Context: an optimization exercise on an open-source flow, tuned for small area, a short achievable clock period and few clock cycles per item. The choices shown serve that exercise and are no tape-out recipe. Function was checked by simulation only, so behaviour that the tests miss may differ from the original. Power is estimated from default activity; no workload was simulated.

==> flow/design.v <==
module tlsh_scorer (
    input  wire         clk,
    input  wire         rst,
    input  wire         in_valid,
    output wire         in_ready,
    input  wire [6:0]   len_a,
    input  wire [6:0]   len_b,
    input  wire         include_length,
    input  wire [551:0] dig_a,
    input  wire [551:0] dig_b,
    output reg          out_valid,
    output reg  [1:0]   out_status,
    output reg  [11:0]  out_score
);
    localparam [1:0] ST_OK         = 2'd0;
    localparam [1:0] ST_BADFORMAT  = 2'd2;
    localparam [1:0] ST_MISMATCHED = 2'd3;
    localparam [1:0] S_IDLE = 2'd0;
    localparam [1:0] S_HEAD = 2'd1;
    localparam [1:0] S_BODY = 2'd2;
    reg [1:0]   state;
    reg [551:0] a_q, b_q;
    reg [6:0]   la_q, lb_q;
    reg         incl_q;
    reg [6:0]   cnt;
    reg [11:0]  acc;
    assign in_ready = (state == S_IDLE);
    function valid_len;
        input [6:0] l;
        begin
            valid_len = (l == 7'd15) || (l == 7'd35) || (l == 7'd37) ||
                        (l == 7'd67) || (l == 7'd69);
        end
    endfunction
    function [7:0] swap_nib;
        input [7:0] v;
        begin
            swap_nib = {v[3:0], v[7:4]};
        end
    endfunction
    function [2:0] dd;
        input [1:0] s;
        input [1:0] t;
        reg   [1:0] d;
        begin
            d  = (s > t) ? (s - t) : (t - s);
            dd = (d == 2'd3) ? 3'd6 : {1'b0, d};
        end
    endfunction
    function [4:0] bpd;
        input [7:0] x;
        input [7:0] y;
        begin
            bpd = dd(x[1:0], y[1:0]) + dd(x[3:2], y[3:2]) +
                  dd(x[5:4], y[5:4]) + dd(x[7:6], y[7:6]);
        end
    endfunction
    wire       c3 = (la_q == 7'd37) || (la_q == 7'd69);
    wire       chk_same = c3 ? (a_q[23:0] == b_q[23:0]) : (a_q[7:0] == b_q[7:0]);
    wire [7:0] lv_a  = swap_nib(c3 ? a_q[31:24] : a_q[15:8]);
    wire [7:0] lv_b  = swap_nib(c3 ? b_q[31:24] : b_q[15:8]);
    wire [7:0] qb_a  = c3 ? a_q[39:32] : a_q[23:16];
    wire [7:0] qb_b  = c3 ? b_q[39:32] : b_q[23:16];
    wire [7:0] lv_ad = (lv_a > lv_b) ? (lv_a - lv_b) : (lv_b - lv_a);
    wire [8:0] lv_d  = (lv_ad > 8'd128) ? (9'd256 - lv_ad) : {1'b0, lv_ad};
    wire [10:0] s_len = (lv_d <= 9'd1) ? {2'b00, lv_d} : (lv_d * 11'd12);
    wire [3:0] q1_ad = (qb_a[7:4] > qb_b[7:4]) ? (qb_a[7:4] - qb_b[7:4]) : (qb_b[7:4] - qb_a[7:4]);
    wire [4:0] q1_d  = (q1_ad > 4'd8) ? (5'd16 - q1_ad) : {1'b0, q1_ad};
    wire [6:0] s_q1  = (q1_d <= 5'd1) ? {2'b00, q1_d} : ((q1_d - 5'd1) * 7'd12);
    wire [3:0] q2_ad = (qb_a[3:0] > qb_b[3:0]) ? (qb_a[3:0] - qb_b[3:0]) : (qb_b[3:0] - qb_a[3:0]);
    wire [4:0] q2_d  = (q2_ad > 4'd8) ? (5'd16 - q2_ad) : {1'b0, q2_ad};
    wire [6:0] s_q2  = (q2_d <= 5'd1) ? {2'b00, q2_d} : ((q2_d - 5'd1) * 7'd12);
    wire [11:0] s_head = {11'd0, ~chk_same} + (incl_q ? {1'b0, s_len} : 12'd0) +
                         {5'd0, s_q1} + {5'd0, s_q2};
    wire [6:0] body_len = (la_q == 7'd15) ? 7'd12 :
                          ((la_q == 7'd35) || (la_q == 7'd37)) ? 7'd32 : 7'd64;
    wire [7:0] body_a = c3 ? a_q[47:40] : a_q[31:24];
    wire [7:0] body_b = c3 ? b_q[47:40] : b_q[31:24];
    wire [11:0] acc_next = acc + {7'd0, bpd(body_a, body_b)};
    always @(posedge clk) begin
        if (rst) begin
            state     <= S_IDLE;
            out_valid <= 1'b0;
        end else begin
            out_valid <= 1'b0;
            case (state)
                S_IDLE: begin
                    if (in_valid) begin
                        a_q    <= dig_a;
                        b_q    <= dig_b;
                        la_q   <= len_a;
                        lb_q   <= len_b;
                        incl_q <= include_length;
                        state  <= S_HEAD;
                    end
                end
                S_HEAD: begin
                    if (!valid_len(la_q) || !valid_len(lb_q)) begin
                        out_valid  <= 1'b1;
                        out_status <= ST_BADFORMAT;
                        out_score  <= 12'd0;
                        state      <= S_IDLE;
                    end else if (la_q != lb_q) begin
                        out_valid  <= 1'b1;
                        out_status <= ST_MISMATCHED;
                        out_score  <= 12'd0;
                        state      <= S_IDLE;
                    end else begin
                        acc   <= s_head;
                        cnt   <= body_len;
                        state <= S_BODY;
                    end
                end
                S_BODY: begin
                    acc <= acc_next;
                    cnt <= cnt - 7'd1;
                    a_q <= {8'd0, a_q[551:8]};
                    b_q <= {8'd0, b_q[551:8]};
                    if (cnt == 7'd1) begin
                        out_valid  <= 1'b1;
                        out_status <= ST_OK;
                        out_score  <= acc_next;
                        state      <= S_IDLE;
                    end
                end
                default: state <= S_IDLE;
            endcase
        end
    end
endmodule
==> flow/run.sh <==
#!/bin/bash
# synth_recipe.tcl (not shown) runs the flow's synth.tcl, then flattens the netlist and writes it again
# the make line also repeats each setting of config.mk as NAME=value (left out here)
make -C /OpenROAD-flow-scripts/flow DESIGN_CONFIG=/design/flow/config.mk WORK_HOME=/design/flow/orfs CLKGATE_MAP_FILE= SYNTH_SCRIPT=/design/flow/synth_recipe.tcl finish
==> flow/config.mk <==
export PLATFORM = sky130hd
export DESIGN_NAME = tlsh_scorer
export DESIGN_NICKNAME = tlsh_scorer
export VERILOG_FILES = /design/flow/design.v
export SDC_FILE = /design/flow/constraint.sdc
export NUM_CORES = 4
export LEC_CHECK = 0
export CAP_MARGIN = 20
export CORE_MARGIN = 2
export CORE_UTILIZATION = 40
export PLACE_DENSITY = 0.6
export SLEW_MARGIN = 20
==> flow/constraint.sdc <==
create_clock -name core_clock -period 9.0 [get_ports {clk}]
set_input_delay 1.8000 -clock core_clock [delete_from_list [all_inputs] [get_ports {clk}]]
set_output_delay 1.8000 -clock core_clock [all_outputs]
set_load 0.01 [all_outputs]
==> run summary <==
outcome finished clean; Chip Height 368 um; Slew Limit Fails 0; Worst-Margin Slew 1.14 ns; largest net degree at the start of global routing 154; Hold Fails Final Rpt 0; max-cap viol count 0; worst skew pair latency 0.77 ns; Rows 133; initial antenna violation count 105; Buffers on Ports 1137; slowest stage cell, crit path fa_1; Placed Cells 5902; gr usage total 0.239; die area 0.136 mm2; total grt overflow 0; Core Util, Final 0.537; final setup fails 0; Pwr Density 193 mW/mm2; share of async-settable or async-resettable flops after synthesis 0; via count 31400; core area 0.132 mm2; number of global-route vias before repair 31800; Initial Util 0.404; drt first pass iters 5; layout cells sized above 1 0.306; 1st-iter DRT viols 2707; Place WS 0.463 ns; Filler cells 10800; post-DP HPWL 128 mm; setup TNS 0 ns; syn avg cell area 17.0 um2; Final Critical Period 8.37 ns; CP Max Fanout 22; CTS tree yes; RSZ-0062 raised after global routing no; Multi-input gate area 0.0176 mm2; GP Congestion 0.911; Avg WL per Cell 27.0 um; CTS root buf clkbuf_16; I/O pins 1138; first-pass GRT wire length 230 mm; Final WS setup 0.629 ns; Mapped Cells 3120; most common flop cell mapped by yosys edfxtp_1; EDFF count, synth 1152; nets@finish 5523; Non-Filler Instances 6181; register bit total from synthesis 1155; hold crit path type reg2reg; leakage 23.9 nW; kind of critical path reg2reg; Post-Syn Area 0.0531 mm2; H-tree depth 4; YS warnings 1; crit end category flop; Routed Antenna Nets 0; Seq/Total Area, Yosys 0.652; Net Count, Synth 4358; Tcrit/Tclk final 0.930; CTS buffer count 133; Max IR drop VDD 0.177 mV; fmax 0.119 GHz; Clock transition at path regs 0.06 ns; Critical Path AT 8.88 ns; Synth cell types 73; Startpoint Class flop; Area growth syn-to-layout 33.1%; number of remaining DRC errors 0; DR vias/cell 5.08; Worst Path Required 9.51 ns; routed wire length 167 mm; register area 0.0347 mm2; Die X 368 um; clk sinks 1155; clock buffer depth 3; cts hold-fix bufs 0; Max-Slew Margin vs Limit 0.239; CP max stage delay 0.56 ns; Pwr Total 13.7 mW; Setup Skew 0.0279 ns
## state kept, by name, summed over array words and instances (netlist names)
register / flops
b_q: 552
acc: 12
cnt: 7
out_status: 2
out_valid: 1
la_q: 7
a_q: 552
out_score: 12
incl_q: 1
state: 2
lb_q: 7
## cells in the mapped netlist, drive strengths merged (29+ instances only)
cell	count	area, um2
a21oi	43	215
clkbuf	130	488
edfxtp	1152	34600
fa	29	581
ha	87	1090
inv	94	353
mux2	1110	12500
mux2i	40	404
nand2	41	154
nor2	47	176
nor2b	29	181
xnor2	37	339
xor2	58	508
## path summary, 6_finish.rpt
check	startpoint	endpoint	slack [ns]	cells after the start
max	la_q[5]	acc[9]	0.63	39
max reg2reg	la_q[5]	acc[9]	0.63	39
min reg2reg	b_q[431]	b_q[423]	0.53	1
min	b_q[431]	b_q[423]	0.53	1
## stage by stage
| stage | instance area (um2) | hold WS [ns] |
|---|---|---|
| after CTS | 70600 | 0.530 |
| final | 70700 | 0.527 |
| after floorplan | 53200 | 0.499 |
| after detailed placement | 66600 | 0.518 |
| after global routing | 70700 | 0.550 |
| after global placement | 66600 | 0.523 |
## cells in the final DEF (no fill, tap or decap), types with 23 or more instances in the layout
cell / count
xnor2_1: 35
mux2i_1: 38
nor2b_1: 28
xor2_1: 58
clkinv_1: 26
mux2_2: 1110
nand2_1: 41
clkbuf_1: 37
clkbuf_16: 136
ha_1: 86
fa_1: 29
edfxtp_1: 1152
o21ai_0: 23
diode_2: 46
a21oi_1: 42
nor2_1: 46
inv_1: 92
clkdlybuf4s50_1: 1137
## metal layers
layer	part of all wire	GRT usage
met1	0.38	0.277
met2	0.52	0.419
met3	0.078	0.0782
met4	0.023	0.0724
met5	0.0023	0
## worst max-delay path, delay by kind of cell (launching register included)
family                   cells  cell delay (ns)
AO/OA/AOI/OAI               13             2.54
XOR/XNOR                     1             0.16
adder cells (fa/ha/maj)      6             1.95
buffers and inverters        6             0.75
flip-flops                   1             0.44
multiplexers                 2             0.50
AND/OR/NAND/NOR             11             1.79
## final cells by class
class / count / share of cell area
Inverter: 94 / 0.00499
Tap cell: 1755 / 0.0310
Multi-Input combinational cell: 1728 / 0.249
Timing Repair Buffer: 1173 / 0.167
Sequential cell: 1155 / 0.490
Clock inverter: 57 / 0.00592
Clock buffer: 173 / 0.0501
Antenna cell: 46 / 0.00163
## power by group
part           switching (mW)  total, mW  internal, mW  leakage [nW]
clock                    2.21       5.07          2.86          1.93
sequential             0.0886       6.36          6.27          10.7
combinational           0.990       2.25          1.26          11.3
total                    3.29       13.7          10.4          23.9
## repair_timing
| action | in CTS | in global routing |
|---|---|---|
| setup buffers | 0 | 3 |
| gates resized for setup | 0 | 2 |
| endpoints found under the setup margin | 0 | 3 |
## cell families (layout without fill, tap and decap cells)
group,after synthesis,after routing,share of synthesized area
adder cells (fa/ha/maj),116,116,0.0314
multiplexers,1150,1150,0.243
buffers and inverters,237,1497,0.0171
flip-flops,1155,1155,0.652
AND/OR/NAND/NOR,217,217,0.0219
AO/OA/AOI/OAI,149,149,0.0186
other,1,47,0.0000706
XOR/XNOR,95,95,0.0159
Testbench counts, summed over its fixed seeds: cycles 354,916, items 8,000.

[what the ideal ports hide]
Ports are ideal in the flow. The routed layout listed here was re-timed in OpenROAD.
Step 1, drivers: a clkbuf_16 drives clk and a buf_2 each remaining input, both assumed.
Step 2 times the ports against the registers' clock, not the clock port: input delays grow and output delays shrink by t, the midpoint of the rising clock arrivals with the driver on.
Slacks: ideal ports / drivers / drivers and shift; pairs: ideal ports / drivers.
shift t [ns]: 0.833
slack for setup (ns): 0.629 / 0.629 / 0.629
worst setup path after step 2: register to register
After both steps setup and hold are still met in this run. The setup slack of this run moves by 0.000 ns with the drivers and by 0.000 ns with both steps.
